What follows belongs to an exercise in optimizing a design on an open flow for small area, a short achievable clock period and few clock cycles; a production flow would make more cautious choices. Function was checked by simulation only, so behaviour that the tests miss may differ from the original. No activity file was given, so power comes from the tool's default toggle rates.

**design/flow/run.sh**
```bash
#!/bin/bash
# synth_recipe.tcl (not shown) runs the flow's synth.tcl, then flattens the netlist and writes it again
# the make line also repeats each setting of config.mk as NAME=value (left out here)
make -C /OpenROAD-flow-scripts/flow DESIGN_CONFIG=/design/flow/config.mk WORK_HOME=/design/flow/orfs CLKGATE_MAP_FILE= SYNTH_SCRIPT=/design/flow/synth_recipe.tcl finish
```
**design/flow/config.mk**
```make
export PLATFORM = sky130hd
export DESIGN_NAME = sbmc_tick
export DESIGN_NICKNAME = sbmc_tick
export VERILOG_FILES = /design/flow/design.v
export SDC_FILE = /design/flow/constraint.sdc
export NUM_CORES = 4
export LEC_CHECK = 0
export CAP_MARGIN = 20
export CORE_MARGIN = 2
export CORE_UTILIZATION = 40
export SLEW_MARGIN = 20
```
**design/flow/constraint.sdc**
```tcl
create_clock -name core_clock -period 10.0 [get_ports {clk}]
set_input_delay 2.0000 -clock core_clock [delete_from_list [all_inputs] [get_ports {clk}]]
set_output_delay 2.0000 -clock core_clock [all_outputs]
set_load 0.01 [all_outputs]
```
**design/flow/design.v**
```verilog
module sbmc_step #(
    parameter integer DT    = 100,
    parameter integer SCALE = 1000
) (
    input  wire        clk,
    input  wire        rst,
    input  wire        start,    
    input  wire [31:0] a,        
    input  wire [31:0] p,        
    output reg         done,     
    output reg  [31:0] s,
    output reg         ovf
);
    localparam integer DTW = $clog2(DT + 1);
    localparam integer PW  = 32 + DTW;           
    localparam integer SW  = $clog2(SCALE + 1);
    localparam integer CW  = $clog2(PW + 1);
    reg          busy;
    reg [CW-1:0] cnt;
    reg [PW-1:0] dividend;    
    reg [SW:0]   rem;
    reg          neg;
    reg [31:0]   p_q;
    wire signed [63:0] prod = $signed(a) * $signed(DT);
    wire        [63:0] prod_mag = prod[63] ? -prod : prod;
    wire [SW+1:0] rem_sh  = {rem, dividend[PW-1]};
    wire [SW+1:0] rem_sub = rem_sh - SCALE;
    wire          q_bit   = ~rem_sub[SW+1];
    wire [PW-1:0] quot_next = {dividend[PW-2:0], q_bit};
    wire signed [32:0] q_signed = neg ? -$signed({1'b0, quot_next[31:0]})
                                      :  $signed({1'b0, quot_next[31:0]});
    wire signed [33:0] sum = $signed({p_q[31], p_q}) + $signed({q_signed[32], q_signed});
    always @(posedge clk) begin
        if (rst) begin
            busy     <= 1'b0;
            cnt      <= {CW{1'b0}};
            dividend <= {PW{1'b0}};
            rem      <= {(SW+1){1'b0}};
            neg      <= 1'b0;
            p_q      <= 32'd0;
            done     <= 1'b0;
            s        <= 32'd0;
            ovf      <= 1'b0;
        end else begin
            done <= 1'b0;
            if (start && !busy) begin
                busy     <= 1'b1;
                cnt      <= PW[CW-1:0];
                dividend <= prod_mag[PW-1:0];
                rem      <= {(SW+1){1'b0}};
                neg      <= prod[63];
                p_q      <= p;
            end else if (busy) begin
                rem      <= q_bit ? rem_sub[SW:0] : rem_sh[SW:0];
                dividend <= quot_next;
                cnt      <= cnt - 1'b1;
                if (cnt == 1) begin
                    busy <= 1'b0;
                    done <= 1'b1;
                    s    <= sum[31:0];
                    ovf  <= (sum > 34'sh07FFFFFFF) || (sum < -34'sh080000000);
                end
            end
        end
    end
endmodule
module sbmc_tick #(
    parameter integer DT        = 100,
    parameter integer SCALE     = 1000,
    parameter integer N_AVG     = 4,
    parameter integer MASK_BITS = 0
) (
    input  wire        clk,
    input  wire        rst,
    input  wire [31:0] cfg_dist_target,
    input  wire [7:0]  cfg_n_ramp,
    input  wire [15:0] cfg_dwell_ticks,
    input  wire [7:0]  cfg_spd_op,
    input  wire [7:0]  cfg_spd_step,
    input  wire [15:0] cfg_cmd_stop,
    input  wire [15:0] cfg_cmd_rev,
    input  wire        run,
    input  wire        tick,
    input  wire        smp_valid,
    output wire        smp_ready,
    input  wire [55:0] smp_data,
    output wire        drv_valid,
    input  wire        drv_ready,
    output wire [15:0] drv_data,
    output wire        busy,
    output wire        running,
    output wire        fault,
    output wire [1:0]  phase,
    output wire [7:0]  ramp,
    output wire [15:0] dwell,
    output wire [31:0] acc,
    output wire [31:0] vel,
    output wire [31:0] distance
);
    localparam [3:0] T_WAIT = 4'd0,
                     T_SCLR = 4'd1,
                     T_READ = 4'd2,
                     T_ACC  = 4'd3,
                     T_AVG  = 4'd4,
                     T_UPDV = 4'd5,
                     T_UPDD = 4'd6,
                     T_PHEV = 4'd7,
                     T_EMIT = 4'd8;
    localparam [1:0] PH_ACCEL  = 2'd0,
                     PH_CRUISE = 2'd1,
                     PH_REV    = 2'd2,
                     PH_STOP   = 2'd3;
    reg        run_q;
    reg        fault_q;
    reg [1:0]  phase_q;
    reg [7:0]  ramp_q;
    reg [15:0] dwell_q;
    reg        tick_pend;
    reg [31:0] sx;
    reg [31:0] sum;
    reg [7:0]  scnt;
    reg [31:0] acc_q;
    reg [31:0] vel_q;
    reg [31:0] dist_q;
    reg [3:0]  tpc;
    reg        step_wait;        
    reg [1:0]  eq_n;             
    reg [15:0] eq0, eq1;
    function [31:0] dec12(input [7:0] lo, input [7:0] hi);
        reg [11:0] raw;
        begin
            raw   = {hi[3:0], lo};
            dec12 = {{20{raw[11]}}, raw};
        end
    endfunction
    wire [7:0]  ramp_next = ramp_q + 8'd1;
    wire [7:0]  spd_lvl   = ramp_next * cfg_spd_step;
    wire [15:0] cmd_speed = {spd_lvl, cfg_spd_op};
    wire signed [31:0] avg     = $signed(sum) / $signed(N_AVG);
    wire        [31:0] avg_msk = avg & ({32{1'b1}} << MASK_BITS);
    reg         step_start;
    reg  [31:0] step_a, step_p;
    wire        step_done;
    wire [31:0] step_s;
    wire        step_ovf;
    sbmc_step #(.DT(DT), .SCALE(SCALE)) u_step (
        .clk   (clk),
        .rst   (rst),
        .start (step_start),
        .a     (step_a),
        .p     (step_p),
        .done  (step_done),
        .s     (step_s),
        .ovf   (step_ovf)
    );
    always @(*) begin
        step_start = 1'b0;
        step_a     = acc_q;
        step_p     = vel_q;
        if (tpc == T_UPDV) begin
            step_start = !step_wait;
            step_a     = acc_q;
            step_p     = vel_q;
        end else if (tpc == T_UPDD) begin
            step_start = !step_wait;
            step_a     = vel_q;
            step_p     = dist_q;
        end
    end
    wire tick_live = run_q && !fault_q && (phase_q != PH_STOP);
    always @(posedge clk) begin
        if (rst) begin
            run_q     <= 1'b0;
            fault_q   <= 1'b0;
            phase_q   <= PH_ACCEL;
            ramp_q    <= 8'd0;
            dwell_q   <= 16'd0;
            tick_pend <= 1'b0;
            sx        <= 32'd0;
            sum       <= 32'd0;
            scnt      <= 8'd0;
            acc_q     <= 32'd0;
            vel_q     <= 32'd0;
            dist_q    <= 32'd0;
            tpc       <= T_WAIT;
            step_wait <= 1'b0;
            eq_n      <= 2'd0;
            eq0       <= 16'd0;
            eq1       <= 16'd0;
        end else if (run && !run_q) begin
            run_q     <= 1'b1;
            phase_q   <= PH_ACCEL;
            ramp_q    <= 8'd0;
            dwell_q   <= 16'd0;
            vel_q     <= 32'd0;
            dist_q    <= 32'd0;
            tick_pend <= 1'b0;
        end else begin
            if (tick && tick_live)
                tick_pend <= 1'b1;
            else if (tpc == T_WAIT && tick_pend && tick_live)
                tick_pend <= 1'b0;
            case (tpc)
                T_WAIT: begin
                    if (tick_pend && tick_live) begin
                        if (dwell_q != 16'd0) begin
                            dwell_q <= dwell_q - 16'd1;
                            if (dwell_q == 16'd1) begin
                                eq0     <= cfg_cmd_rev;
                                eq_n    <= 2'd1;
                                vel_q   <= 32'd0;
                                phase_q <= PH_REV;
                            end
                            tpc <= T_EMIT;
                        end else begin
                            tpc <= T_SCLR;
                        end
                    end
                end
                T_SCLR: begin
                    sum  <= 32'd0;
                    scnt <= 8'd0;
                    tpc  <= T_READ;
                end
                T_READ: begin
                    if (smp_valid) begin
                        sx  <= dec12(smp_data[7:0], smp_data[15:8]);
                        tpc <= T_ACC;
                    end
                end
                T_ACC: begin
                    sum  <= sum + sx;
                    scnt <= scnt + 8'd1;
                    tpc  <= (scnt + 8'd1 == N_AVG) ? T_AVG : T_READ;
                end
                T_AVG: begin
                    acc_q <= avg_msk;
                    tpc   <= T_UPDV;
                end
                T_UPDV: begin
                    step_wait <= 1'b1;
                    if (step_done) begin
                        step_wait <= 1'b0;
                        if (step_ovf) begin
                            fault_q <= 1'b1;
                            tpc     <= T_WAIT;
                        end else begin
                            vel_q <= step_s;
                            tpc   <= T_UPDD;
                        end
                    end
                end
                T_UPDD: begin
                    step_wait <= 1'b1;
                    if (step_done) begin
                        step_wait <= 1'b0;
                        if (step_ovf) begin
                            fault_q <= 1'b1;
                            tpc     <= T_WAIT;
                        end else begin
                            dist_q <= step_s;
                            tpc    <= T_PHEV;
                        end
                    end
                end
                T_PHEV: begin
                    tpc <= T_EMIT;
                    case (phase_q)
                        PH_ACCEL: begin
                            ramp_q <= ramp_next;
                            eq0    <= cmd_speed;
                            eq_n   <= 2'd1;
                            if (ramp_next == cfg_n_ramp)
                                phase_q <= PH_CRUISE;
                        end
                        PH_CRUISE: begin
                            if ($signed(dist_q) >= $signed(cfg_dist_target)) begin
                                eq0 <= cfg_cmd_stop;
                                if (cfg_dwell_ticks == 16'd0) begin
                                    eq1     <= cfg_cmd_rev;
                                    eq_n    <= 2'd2;
                                    vel_q   <= 32'd0;
                                    phase_q <= PH_REV;
                                end else begin
                                    eq_n    <= 2'd1;
                                    dwell_q <= cfg_dwell_ticks;
                                end
                            end
                        end
                        PH_REV: begin
                            if ($signed(dist_q) <= 0) begin
                                eq0     <= cfg_cmd_stop;
                                eq_n    <= 2'd1;
                                phase_q <= PH_STOP;
                            end
                        end
                        default: ;
                    endcase
                end
                T_EMIT: begin
                    if (eq_n == 2'd0) begin
                        tpc <= T_WAIT;
                    end else if (drv_ready) begin
                        eq0  <= eq1;
                        eq_n <= eq_n - 2'd1;
                    end
                end
                default: tpc <= T_WAIT;
            endcase
        end
    end
    assign smp_ready = (tpc == T_READ);
    assign drv_valid = (tpc == T_EMIT) && (eq_n != 2'd0);
    assign drv_data  = eq0;
    assign busy    = (tpc != T_WAIT) || (tick_pend && tick_live);
    assign running = run_q;
    assign fault   = fault_q;
    assign phase   = phase_q;
    assign ramp    = ramp_q;
    assign dwell   = dwell_q;
    assign acc     = acc_q;
    assign vel     = vel_q;
    assign distance = dist_q;
endmodule
```
==> results.yml <==
synthesis:
  syn_nets: 3465
  yosysSeqAreaShare_pct: 27.5
  yosys.area.top_type: "dfxtp_1"
  synth.distinct_cells: 85
  syn_avg_cell_area_sq_um: 8.17
  synth_top_area_share_pct: 27.5
  synth_area_sq_mm: 0.0248
  synth-async-reset-ratio_pct: 0
  yosys_warnings: 2
  ys_seq_elements: 340
  synth_edf_count: 0
  synth_area_leaders: "dfxtp_1 (27%), ha_1 (11%), nor2_1 (4.8%), xnor2_1 (4.7%), a21oi_1 (4.6%)"
  postSynthCellCount: 3029
  synth_flop_cell: "dfxtp_1"
cts:
  htree_levels: 2
  clock_sinks: 340
  post_cts_resized: 0
  ctsHoldBuffers: 0
  clk-insertion-delay-late_ns: 0.59
  postCtsSetupBuffers: 0
  root_buffer: "clkbuf_16"
  cts_tree: "yes"
  cts_buffer_depth: 3
  path_clk_slew_ns: 0.06
  numCtsBuffers: 42
final_layout:
  final_nets: 3638
  fin_cells: 4024
  fin_util_pct: 48.2
  num-fill-cells: 5973
  seqCellArea_sq_mm: 0.00681
  multi_input_area_sq_mm: 0.0168
  drive_gt1_share_pct: 5.26
  area_delta_synth_final_pct: 19.6
worst_setup_path:
  critPathArrivalTime_ns: 7.75
  crit_chain: "nand2_1 > nor3_2 > buf_12 > mux2i_1 > inv_1 > ha_1 > fa_1 > ha_1 > ha_1 > o21ai_0 > o211ai_1 > nand4_1 > and3b_1 > o211ai_1 > a32oi_1 > mux2i_4 > a41oi_1 > xnor2_1 > a2111oi_0"
  required_ns: 10.44
  critPathMaxFanout: 66
  worst_setup_path_end_kind: "flop"
  r2r_cells: 19
  rrSetupSlack_ns: 2.69
  max_stage_delay_ns: 0.81
  path_depth: 19
  crit_family: "compound AO/OA/AOI/OAI gates"
  critical_path_buf_inv_count: 2
  r2r-start: "tpc[1]"
  cpMostUsedCell: "ha_1"
  criticalPathCategory: "flop to flop"
  cp_slowest_cell: "mux2i_4"
  critPathLaunchType: "flop"
  rr_endpoint: "u_step.dividend[38]"
global_route:
  grt_pass1_vias: 22200
  grt_pass1_wl_mm: 126
  grt_use_total_pct: 24.9
  antenna_found_initial: 2
  grt_max_degree: 83
  grt.overflow.total: 0
sta:
  fin_crit_ns: 7.31
  period_share_pct: 73.1
  slew_headroom_pct: 24.9
  setup_viol_count_final: 0
  hold_viol: 0
  rsz0062_at_grt: "no"
  worst_pin_slew_ns: 1.13
  finClkSkew_ns: 0.0369
  drv_slew: 0
  max_freq_mhz: 137
  finalSetupTns_ns: 0
power_and_ir_drop:
  pwr-share-comb_pct: 4.4
  seqPwrFrac_pct: 42.4
  pwr-share-clk_pct: 53.2
  p_leak_nw: 12.4
  p_int_w: 0.00247
  sw_frac_of_total_pct: 23.0
  p_per_area_mw_per_mm2: 108
  ir_drop_mv: 0.117
  switching_power_w: 0.000737
job:
  cap_viol_max_count: 0
place:
  dp.cells: 3948
  hpwl_mm: 61.0
  port_buffers: 264
  gp_congestion: 0.914
outcome:
  status: "timing/DRC/antenna clean"
route:
  wl_per_cell_um: 20.2
  routed_wl_mm: 81.3
  vias: 23200
  first_iter_violations: 1654
  drc_errors: 0
  antenna_left: 0
  drt_first_pass_iters: 5
  viasPerCell: 5.77
floorplanning:
  start_util_pct: 40.3
  die_w_um: 253
  dieArea_sq_mm: 0.0639
  core-area_sq_mm: 0.0615
  pin_count: 309
  rows: 91
  die_h_um: 253
worst_hold_path:
  holdPathStages: 2
  hold_start: "u_step.dividend[0]"
  hold_path.class: "flop to flop"
  hold_end: "u_step.dividend[1]"
-- state kept, by name, summed over array words and instances, names as in the netlist, 11 cells and up --
name,flops
acc_q,32
dist_q,32
dwell_q,16
eq0,16
eq1,16
sum,32
sx,12
u_step.dividend,39
u_step.p_q,32
u_step.rem,11
u_step.s,32
vel_q,32
-- logic make-up after synthesis --
| kind of cell | Yosys count | share of synthesized area, % |
|---|---|---|
| compound gates | 793 | 21.5 |
| simple gates | 957 | 18.3 |
| buf+inv | 338 | 5.20 |
| flops | 340 | 27.5 |
| xor+xnor | 207 | 7.41 |
| fa+ha+maj | 270 | 15.0 |
| mux | 124 | 5.12 |
-- cell type report --
type / instances / share of cell area (%)
diodes: 1 / 0.00845
clock buffers: 55 / 4.12
clock inverters: 20 / 1.08
inverters: 178 / 2.26
multi-input cells: 2351 / 56.6
flip-flops and latches: 340 / 23.0
well taps: 790 / 3.34
repair buffers: 289 / 9.62
-- cells in the final DEF, fill, tap and decap left out, types with 29 or more instances in the layout --
cell / netlist / layout
nand4_1: 34 / 34
a211oi_1: 92 / 91
and2_1: 33 / 32
ha_1: 226 / 226
a22oi_1: 29 / 29
nand3_1: 61 / 61
xor2_1: 73 / 73
fa_1: 44 / 44
a22o_1: 39 / 39
inv_1: 178 / 178
mux2i_1: 104 / 104
clkbuf_16: 0 / 43
xnor2_1: 132 / 132
nor4_1: 32 / 30
dfxtp_1: 340 / 339
nor2_1: 317 / 313
nor3_1: 48 / 46
a21oi_1: 230 / 229
a21o_1: 62 / 62
o21ai_0: 114 / 114
nand2_1: 265 / 264
clkdlybuf4s50_1: 0 / 263
-- tightest hold or removal path, stage by stage (launching register included) --
cell	delay [ns]
dfxtp_1	0.31
nand2_1	0.06
a21oi_1	0.05
-- synth_stat cells, types with 39 or more instances --
library cell,n
xnor2_1,132
dfxtp_1,340
mux2i_1,104
a22o_1,39
nand2_1,265
nor2_1,317
xor2_1,73
a21oi_1,230
a21o_1,62
nor3_1,48
nand3_1,61
o21ai_0,114
fa_1,44
a211oi_1,92
clkbuf_1,138
ha_1,226
inv_1,178
-- routing by layer --
| layer | wire (um) | share of wire (%) | global-route usage [%] |
|---|---|---|---|
| met3 | 4410 | 5.4 | 2.81 |
| met2 | 37700 | 46 | 41.1 |
| met5 | 13 | 0.016 | 0 |
| met1 | 36800 | 45 | 34.0 |
| met4 | 2380 | 2.9 | 7.47 |
-- how the worst max path moves through the flow --
stage | startpoint | end | slack (ns)
6_report | tpc[1] | u_step.dividend[38] | 2.69
5_1_grt | tpc[1] | u_step.dividend[38] | 2.20
4_1_cts | tpc[1] | u_step.dividend[38] | 2.74
3_5_place_dp | tpc[1] | u_step.dividend[38] | 2.78
3_3_place_gp | tpc[1] | u_step.dividend[38] | 2.88
2_1_floorplan | tpc[2] | u_step.dividend[38] | 3.42
-- power groups by stage --
stage	Combinational, W	Sequential [W]	Clock (W)
2_1_floorplan	0.0000591	0.00139	0
3_3_place_gp	0.000137	0.00139	0
5_1_grt	0.000151	0.00136	0.00179
6_report	0.000141	0.00136	0.00171
3_5_place_dp	0.000139	0.00139	0
4_1_cts	0.000140	0.00136	0.00173
-- per-stage QoR --
| step | worst slack (ns) | hold WS (ns) | total power, W | area, sq um |
|---|---|---|---|---|
| floorplan | 3.42 | 0.437 | 0.00145 | 24800 |
| global placement | 2.88 | 0.446 | 0.00152 | 28000 |
| detailed placement | 2.78 | 0.459 | 0.00153 | 28100 |
| CTS | 2.74 | 0.467 | 0.00323 | 29600 |
| global route | 2.20 | 0.489 | 0.00329 | 29600 |
| finish | 2.69 | 0.468 | 0.00320 | 29600 |
Testbench counts, summed over its fixed seeds: cycles 292,179.

==> what the ideal ports hide <==
Ports are ideal in the flow. The routed layout listed here was re-timed in OpenROAD.
Step 1 (the two cells are an assumption about what drives the block):
set clk [get_ports {clk}]
set_driving_cell -lib_cell sky130_fd_sc_hd__clkbuf_16 $clk
set_driving_cell -lib_cell sky130_fd_sc_hd__buf_2 [delete_from_list [all_inputs] $clk]
Step 2 also shifts input and output timing later by t, the mid clock arrival at the registers, as if the neighbouring blocks saw the same clock.
a / b / c = ideal / step 1 / step 2; a / b = the first two.
t (ns): 0.641
slack for setup (ns): 2.690 / 2.690 / 2.690
worst setup path at the end: register to register
After both steps this run still meets setup and hold. For this run, drivers alone change the setup slack by 0.000 ns; drivers and shift together by 0.000 ns.
